From an optimization exercise on the open Yosys and OpenROAD flow, aimed at small area, a short achievable clock period and few clock cycles per item; shortcuts taken in it are not production practice. No functional check of the RTL was part of this run.

==> flow/constraint.sdc <==
create_clock -name core_clock -period 11.0 [get_ports {clk}]
set_input_delay 2.2000 -clock core_clock [delete_from_list [all_inputs] [get_ports {clk}]]
set_output_delay 2.2000 -clock core_clock [all_outputs]
set_load 0.01 [all_outputs]
==> flow/design.v <==
module ssb_sine_rom (
    input  wire        [6:0]  index,
    output reg  signed [11:0] value
);
  always @(*) begin
    case (index)
      7'd0  : value = 12'sd0;
      7'd1  : value = 12'sd50;
      7'd2  : value = 12'sd100;
      7'd3  : value = 12'sd150;
      7'd4  : value = 12'sd200;
      7'd5  : value = 12'sd249;
      7'd6  : value = 12'sd297;
      7'd7  : value = 12'sd345;
      7'd8  : value = 12'sd392;
      7'd9  : value = 12'sd438;
      7'd10 : value = 12'sd483;
      7'd11 : value = 12'sd526;
      7'd12 : value = 12'sd569;
      7'd13 : value = 12'sd610;
      7'd14 : value = 12'sd650;
      7'd15 : value = 12'sd688;
      7'd16 : value = 12'sd724;
      7'd17 : value = 12'sd759;
      7'd18 : value = 12'sd792;
      7'd19 : value = 12'sd822;
      7'd20 : value = 12'sd851;
      7'd21 : value = 12'sd878;
      7'd22 : value = 12'sd903;
      7'd23 : value = 12'sd926;
      7'd24 : value = 12'sd946;
      7'd25 : value = 12'sd964;
      7'd26 : value = 12'sd980;
      7'd27 : value = 12'sd993;
      7'd28 : value = 12'sd1004;
      7'd29 : value = 12'sd1013;
      7'd30 : value = 12'sd1019;
      7'd31 : value = 12'sd1023;
      7'd32 : value = 12'sd1024;
      7'd33 : value = 12'sd1023;
      7'd34 : value = 12'sd1019;
      7'd35 : value = 12'sd1013;
      7'd36 : value = 12'sd1004;
      7'd37 : value = 12'sd993;
      7'd38 : value = 12'sd980;
      7'd39 : value = 12'sd964;
      7'd40 : value = 12'sd946;
      7'd41 : value = 12'sd926;
      7'd42 : value = 12'sd903;
      7'd43 : value = 12'sd878;
      7'd44 : value = 12'sd851;
      7'd45 : value = 12'sd822;
      7'd46 : value = 12'sd792;
      7'd47 : value = 12'sd759;
      7'd48 : value = 12'sd724;
      7'd49 : value = 12'sd688;
      7'd50 : value = 12'sd650;
      7'd51 : value = 12'sd610;
      7'd52 : value = 12'sd569;
      7'd53 : value = 12'sd526;
      7'd54 : value = 12'sd483;
      7'd55 : value = 12'sd438;
      7'd56 : value = 12'sd392;
      7'd57 : value = 12'sd345;
      7'd58 : value = 12'sd297;
      7'd59 : value = 12'sd249;
      7'd60 : value = 12'sd200;
      7'd61 : value = 12'sd150;
      7'd62 : value = 12'sd100;
      7'd63 : value = 12'sd50;
      7'd64 : value = 12'sd0;
      7'd65 : value = -12'sd50;
      7'd66 : value = -12'sd100;
      7'd67 : value = -12'sd150;
      7'd68 : value = -12'sd200;
      7'd69 : value = -12'sd249;
      7'd70 : value = -12'sd297;
      7'd71 : value = -12'sd345;
      7'd72 : value = -12'sd392;
      7'd73 : value = -12'sd438;
      7'd74 : value = -12'sd483;
      7'd75 : value = -12'sd526;
      7'd76 : value = -12'sd569;
      7'd77 : value = -12'sd610;
      7'd78 : value = -12'sd650;
      7'd79 : value = -12'sd688;
      7'd80 : value = -12'sd724;
      7'd81 : value = -12'sd759;
      7'd82 : value = -12'sd792;
      7'd83 : value = -12'sd822;
      7'd84 : value = -12'sd851;
      7'd85 : value = -12'sd878;
      7'd86 : value = -12'sd903;
      7'd87 : value = -12'sd926;
      7'd88 : value = -12'sd946;
      7'd89 : value = -12'sd964;
      7'd90 : value = -12'sd980;
      7'd91 : value = -12'sd993;
      7'd92 : value = -12'sd1004;
      7'd93 : value = -12'sd1013;
      7'd94 : value = -12'sd1019;
      7'd95 : value = -12'sd1023;
      7'd96 : value = -12'sd1024;
      7'd97 : value = -12'sd1023;
      7'd98 : value = -12'sd1019;
      7'd99 : value = -12'sd1013;
      7'd100: value = -12'sd1004;
      7'd101: value = -12'sd993;
      7'd102: value = -12'sd980;
      7'd103: value = -12'sd964;
      7'd104: value = -12'sd946;
      7'd105: value = -12'sd926;
      7'd106: value = -12'sd903;
      7'd107: value = -12'sd878;
      7'd108: value = -12'sd851;
      7'd109: value = -12'sd822;
      7'd110: value = -12'sd792;
      7'd111: value = -12'sd759;
      7'd112: value = -12'sd724;
      7'd113: value = -12'sd688;
      7'd114: value = -12'sd650;
      7'd115: value = -12'sd610;
      7'd116: value = -12'sd569;
      7'd117: value = -12'sd526;
      7'd118: value = -12'sd483;
      7'd119: value = -12'sd438;
      7'd120: value = -12'sd392;
      7'd121: value = -12'sd345;
      7'd122: value = -12'sd297;
      7'd123: value = -12'sd249;
      7'd124: value = -12'sd200;
      7'd125: value = -12'sd150;
      7'd126: value = -12'sd100;
      7'd127: value = -12'sd50;
      default: value = 12'sd0;
    endcase
  end
endmodule
module ssb_dds (
    input  wire        clk,
    input  wire        rst,
    input  wire        req_valid,
    output wire        req_ready,
    input  wire [2:0]  req_var,
    input  wire [8:0]  req_pass,
    input  wire [11:0] req_idx,
    output reg         rsp_valid,
    input  wire        rsp_ready,
    output reg  [15:0] rsp_word,
    output reg  [7:0]  rsp_sample,
    output reg         rsp_err
);
  localparam [8:0] NUM_PASSES = 9'd313;
  wire advance = !rsp_valid || rsp_ready;
  assign req_ready = advance;
  reg        s1_valid;
  reg [2:0]  s1_var;
  reg [8:0]  s1_pass;
  reg [11:0] s1_idx;
  always @(posedge clk) begin
    if (rst) begin
      s1_valid <= 1'b0;
    end else if (advance) begin
      s1_valid <= req_valid;
    end
  end
  always @(posedge clk) begin
    if (advance) begin
      s1_var  <= req_var;
      s1_pass <= req_pass;
      s1_idx  <= req_idx;
    end
  end
  wire        s1_phase     = s1_var[2];
  wire        s1_ramp_up   = s1_var[1];
  wire        s1_ramp_down = s1_var[0];
  wire [20:0] s1_pos       = {s1_pass, 12'd0} + {9'd0, s1_idx};   
  wire [6:0]  s1_sig_idx   = s1_pos[20:16] + {s1_phase, 6'd0};
  wire [6:0]  s1_sig_cos_idx = s1_sig_idx + 7'd32;
  wire [14:0] s1_car_idx   = {s1_idx, 3'd0};                      
  wire [6:0]  s1_car_sin_idx = s1_car_idx[6:0];
  wire [6:0]  s1_car_cos_idx = s1_car_idx[6:0] + 7'd32;
  wire        s1_in_ramp_up   = s1_ramp_up   && (s1_pass < 9'd128);
  wire        s1_in_ramp_down = s1_ramp_down && (s1_pass > 9'd185);
  wire [8:0]  s1_down_pass    = 9'd312 - s1_pass;
  wire [6:0]  s1_env_idx      = s1_in_ramp_up ? {2'd0, s1_pass[6:2]}
                                              : {2'd0, s1_down_pass[6:2]};
  wire        s1_full_scale   = !s1_in_ramp_up && !s1_in_ramp_down;
  wire        s1_err          = (s1_pass >= NUM_PASSES);
  wire signed [11:0] t_sig_sin, t_sig_cos, t_car_sin, t_car_cos, t_env;
  ssb_sine_rom u_rom_sig_sin (.index(s1_sig_idx),     .value(t_sig_sin));
  ssb_sine_rom u_rom_sig_cos (.index(s1_sig_cos_idx), .value(t_sig_cos));
  ssb_sine_rom u_rom_car_sin (.index(s1_car_sin_idx), .value(t_car_sin));
  ssb_sine_rom u_rom_car_cos (.index(s1_car_cos_idx), .value(t_car_cos));
  ssb_sine_rom u_rom_env     (.index(s1_env_idx),     .value(t_env));
  reg               s2_valid;
  reg               s2_err;
  reg signed [11:0] s2_sig_sin, s2_sig_cos, s2_car_sin, s2_car_cos;
  reg signed [11:0] s2_mag;
  always @(posedge clk) begin
    if (rst) begin
      s2_valid <= 1'b0;
    end else if (advance) begin
      s2_valid <= s1_valid;
    end
  end
  always @(posedge clk) begin
    if (advance) begin
      s2_err     <= s1_err;
      s2_sig_sin <= t_sig_sin;
      s2_sig_cos <= -t_sig_cos;
      s2_car_sin <= t_car_sin;
      s2_car_cos <= -t_car_cos;
      s2_mag     <= s1_full_scale ? 12'sd1024 : t_env;
    end
  end
  wire signed [23:0] s2_prod_a = s2_car_sin * s2_sig_cos;
  wire signed [23:0] s2_prod_b = s2_car_cos * s2_sig_sin;
  wire signed [23:0] s2_num    = s2_prod_a - s2_prod_b;
  wire signed [23:0] s2_num_rz = s2_num + (s2_num[23] ? 24'sd1023 : 24'sd0);
  wire signed [11:0] s2_mix    = s2_num_rz[21:10];
  reg               s3_valid;
  reg               s3_err;
  reg signed [11:0] s3_mix;
  reg signed [11:0] s3_mag;
  always @(posedge clk) begin
    if (rst) begin
      s3_valid <= 1'b0;
    end else if (advance) begin
      s3_valid <= s2_valid;
    end
  end
  always @(posedge clk) begin
    if (advance) begin
      s3_err <= s2_err;
      s3_mix <= s2_mix;
      s3_mag <= s2_mag;
    end
  end
  wire signed [23:0] s3_prod      = s3_mix * s3_mag;
  wire signed [23:0] s3_prod_rz   = s3_prod + (s3_prod[23] ? 24'sd1023 : 24'sd0);
  wire signed [11:0] s3_scaled    = s3_prod_rz[21:10];
  wire signed [11:0] s3_scaled_rz = s3_scaled + (s3_scaled[11] ? 12'sd7 : 12'sd0);
  wire signed [11:0] s3_u         = (s3_scaled_rz >>> 3) + 12'sd127;
  wire [7:0] s3_sample = s3_err         ? 8'd0   :
                         (s3_u < 0)     ? 8'd0   :
                         (s3_u > 255)   ? 8'd255 :
                                          s3_u[7:0];
  wire [6:0]  s3_v    = s3_sample[7:1];
  wire [15:0] s3_word = {1'b0, s3_v[6], 6'd0, s3_v[5], 1'b0, s3_v[4], 1'b0,
                         s3_v[3:0]};
  always @(posedge clk) begin
    if (rst) begin
      rsp_valid <= 1'b0;
    end else if (advance) begin
      rsp_valid <= s3_valid;
    end
  end
  always @(posedge clk) begin
    if (advance) begin
      rsp_err    <= s3_err;
      rsp_sample <= s3_sample;
      rsp_word   <= s3_word;
    end
  end
endmodule
==> flow/config.mk <==
export PLATFORM = sky130hd
export DESIGN_NAME = ssb_dds
export DESIGN_NICKNAME = ssb_dds
export VERILOG_FILES = /design/flow/design.v
export SDC_FILE = /design/flow/constraint.sdc
export NUM_CORES = 4
export LEC_CHECK = 0
export CAP_MARGIN = 20
export CORE_MARGIN = 2
export CORE_UTILIZATION = 40
export PLACE_DENSITY = 0.6
export SLEW_MARGIN = 20
==> flow/run.sh <==
#!/bin/bash
# synth_recipe.tcl (not shown) runs the flow's synth.tcl, then flattens the netlist and writes it again
# the make line also repeats each setting of config.mk as NAME=value (left out here)
make -C /OpenROAD-flow-scripts/flow DESIGN_CONFIG=/design/flow/config.mk WORK_HOME=/design/flow/orfs CLKGATE_MAP_FILE= SYNTH_SCRIPT=/design/flow/synth_recipe.tcl finish
==> results.txt <==
-- stage by stage --
step,instances
3_5_place_dp,3173
3_3_place_gp,3173
5_1_grt,3201
4_1_cts,3189
6_report,3201
2_1_floorplan,2493
-- layout by cell type (no fill, tap or decap), types with 4 or more instances in the layout --
cell type and instances:
inv_1 440, fa_1 422, nand2_1 271, and2_1 193, ha_1 192, edfxtp_1 105
a21oi_1 94, nor2_1 88, o21ai_0 81, xnor2_1 73, clkdlybuf4s50_1 37, nand3_1 33
nor3_1 31, xor2_1 28, nand2b_1 25, o211ai_1 20, buf_4 20, nor2b_1 19
a21o_1 16, and3_1 14, a31oi_1 13, a211oi_1 12, a221oi_1 10, nand4_1 10
conb_1 9, clkbuf_16 9, mux2i_1 8, mux2_2 6, o22ai_1 6, o21a_1 6
a311oi_1 6, or3_1 5, a21boi_0 5, o2111ai_1 5, nand3b_1 5, mux4_2 4
or4_1 4, or2_2 4, dfxtp_1 4
-- flip-flops by register name (all words and copies together), names as in the netlist --
signal      flops
s1_var          3
rsp_valid       1
s2_err          1
s3_mix         12
s2_sig_sin     11
s3_mag         11
s3_valid        1
s2_sig_cos     12
s2_valid        1
rsp_sample      8
s2_mag         11
s1_pass         9
s3_err          1
s1_valid        1
rsp_err         1
s2_car_sin     10
s1_idx          4
s2_car_cos     11
-- worst min-delay path by stage --
stage / from / to / slack, ps / cells past startpoint
after global placement: s2_mag[7] / s3_mag[7] / 400 / 0
after floorplan: s2_err / s3_err / 400 / 0
after global routing: s2_mag[6] / s3_mag[6] / 430 / 0
after CTS: s2_mag[1] / s3_mag[1] / 420 / 0
after detailed placement: s2_mag[1] / s3_mag[1] / 400 / 0
final: s2_mag[1] / s3_mag[1] / 420 / 0
-- Yosys cell counts, types with 26 or more instances --
| cell | count | share of area, % |
|---|---|---|
| nand2_1 | 271 | 4.3 |
| o21ai_0 | 81 | 1.7 |
| clkbuf_1 | 105 | 1.7 |
| nand2b_1 | 26 | 0.69 |
| edfxtp_1 | 105 | 13 |
| a21oi_1 | 94 | 2.0 |
| nor3_1 | 31 | 0.66 |
| nor2_1 | 88 | 1.4 |
| fa_1 | 423 | 36 |
| xnor2_1 | 75 | 2.8 |
| nand3_1 | 33 | 0.70 |
| and2_1 | 193 | 5.2 |
| inv_1 | 440 | 7.0 |
| ha_1 | 192 | 10 |
| xor2_1 | 28 | 1.0 |
-- area by class of cell --
class / instances / share of cell area (%)
inverter: 441 / 6.69
clock inverter: 7 / 0.324
sequential: 109 / 13.1
timing repair buffer: 59 / 2.21
clock buffer: 9 / 0.911
multi-input combinational: 1811 / 72.9
tap: 765 / 3.87
-- per-layer routing --
metal / up-vias / GRT usage, % / wire (um)
li1: 7775 / - / -
met2: 373 / 33.2 / 27000
met4: 0 / 4.92 / 1110
met1: 8331 / 23.7 / 23400
met5: - / 0 / 0
met3: 77 / 1.95 / 1810
-- cells by family (layout without fill, tap and decap cells) --
kind of cell / count (synthesis) / count (layout) / share of synthesized area, %
and+or+nand+nor: 726 / 726 / 15.5
adders and majority gates: 615 / 615 / 46.4
buffers and inverters: 573 / 516 / 9.50
AOI/OAI and AO/OA: 337 / 337 / 9.73
DFF: 109 / 109 / 13.8
xor gates and xnor gates: 104 / 104 / 3.92
muxes: 20 / 20 / 1.17
other: 1 / 9 / 0.0160
-- repair_timing --
| item | 4_1_cts | 5_1_grt |
|---|---|---|
| resized for setup | 0 | 3 |
| endpoints found under the setup margin | 0 | 8 |
| setup buffers | 0 | 12 |
==> results.txt <==
dpl hpwl=44.6 mm; TritonCTS buffer count=9; Die H=246 um; placed cell area=24300 um2; first-pass GRT wire length=90.0 mm; Synth warnings=2; Async SR Flop Fraction=0%; fmax=97.1 MHz; CP Max Fanout=7; via count=16600; Die X=between 200 and 250 um; CTS tree=done; CP Buf/Inv Count=6; DR vias/cell=5.17; CP Data Arrival Time=10420 ps; worst setup path end=rsp_sample[1]; Die Footprint=approximately 61000 um2; Final Core Density=42.8%; Final setup viols=0; Setup crit start=s3_mix[11]; area grow syn2layout=5.54%; total length of routed wires=53.3 mm; clk sinks=approximately 110; clock skew=11.5 ps; area of the multi-input gates=18000 um2; Final Hold Fails=0; WL/cell=16.7 um; Core Region=57800 um2; reg2reg setup slack=700 ps; length in cells of the worst reg-to-reg path=38; fillers=5628; Critical Path Most Common Cell=inv_1; DRC errors left=0; hold_buf cts=0; Final nets=slightly above 3000; global placement routability congestion=0.876; hold_ws=approximately 420 ps; clk buf depth=2; worst slew pin tran=1020 ps; global-route usage over all layers=18.5%; pin count of the biggest net entering global routing=98; antenna-violating nets left=0; fraction of layout cells with a size suffix above 1=3.57%; Final WS setup=705 ps; Place WS=321 ps; Slowest-stage cell, CP=fa_1; setup_tns=0 ps; clk root buf=clkbuf_16; RSZ-0062 raised after global routing=no; grt ovf=0; CP top delay family=adder cells; Avg Cell Area, Syn=around 9.4 um2; Post-synth EDFFs=105; Worst path depth=38; count of different cell masters after synthesis=between 90 and 100; critical path type=flop to flop; status=complete, no violations; reg2reg end=rsp_sample[1]; Most used DFF post-synth=edfxtp_1; clk latency of the worst-skew pair=390 ps; htree depth=3; initial antenna violation count=0; Initial Util=40.5%; minimum clock period=between 10000 and 15000 ps; Finished Cell Area=24700 um2; class of the worst hold path=flop to flop; Synth Instances=2485; antenna cells=0; Max-Cap Viols=0; Required @ worst endpoint=around 11000 ps; Clock Pin Slew Worst Setup and Hold Paths=70 ps; row count=88; IO Pins=55; Worst setup EP type=flop; FF+latch area=roughly 3200 um2; initial drt markers=984; sequential share of the synthesized area=approximately 14%; Buffers on Ports=37; Cell Area, Synth=23400 um2; Slew HR=31.4%; FF+latch count, synth=109; crit share post-route=93.6%; slowest stage delay, CP=~600 ps; vias in the first global route=17800; router iterations before antenna repair=6; Critical R2R Launch=s3_mix[11]; Critical Path Start Type=flop; Slew Limit Fails=0

re-timing with driven ports:
In the flow no input, the clock included, has a driving cell. The finished layout below was timed again as built, in two steps. Step 1 (the two cells are an assumption about what drives the block):
set clk [get_ports {clk}]
set_driving_cell -lib_cell sky130_fd_sc_hd__clkbuf_16 $clk
set_driving_cell -lib_cell sky130_fd_sc_hd__buf_2 [delete_from_list [all_inputs] $clk]
Step 2 also shifts input and output timing later by t, the mid clock arrival at the registers, as if the neighbouring blocks saw the same clock. Slacks: ideal / step 1 / step 2; pairs: ideal / step 1.
t, ns: 0.440
setup slack, ns: 0.705 / 0.705 / 0.705
latest minus earliest clock arrival (ns): 0.012 / 0.012
cell pins on the clock port's net: 1
After both steps this run still meets setup and hold. For this run, drivers alone change the setup slack by 0.000 ns; drivers and shift together by 0.000 ns.
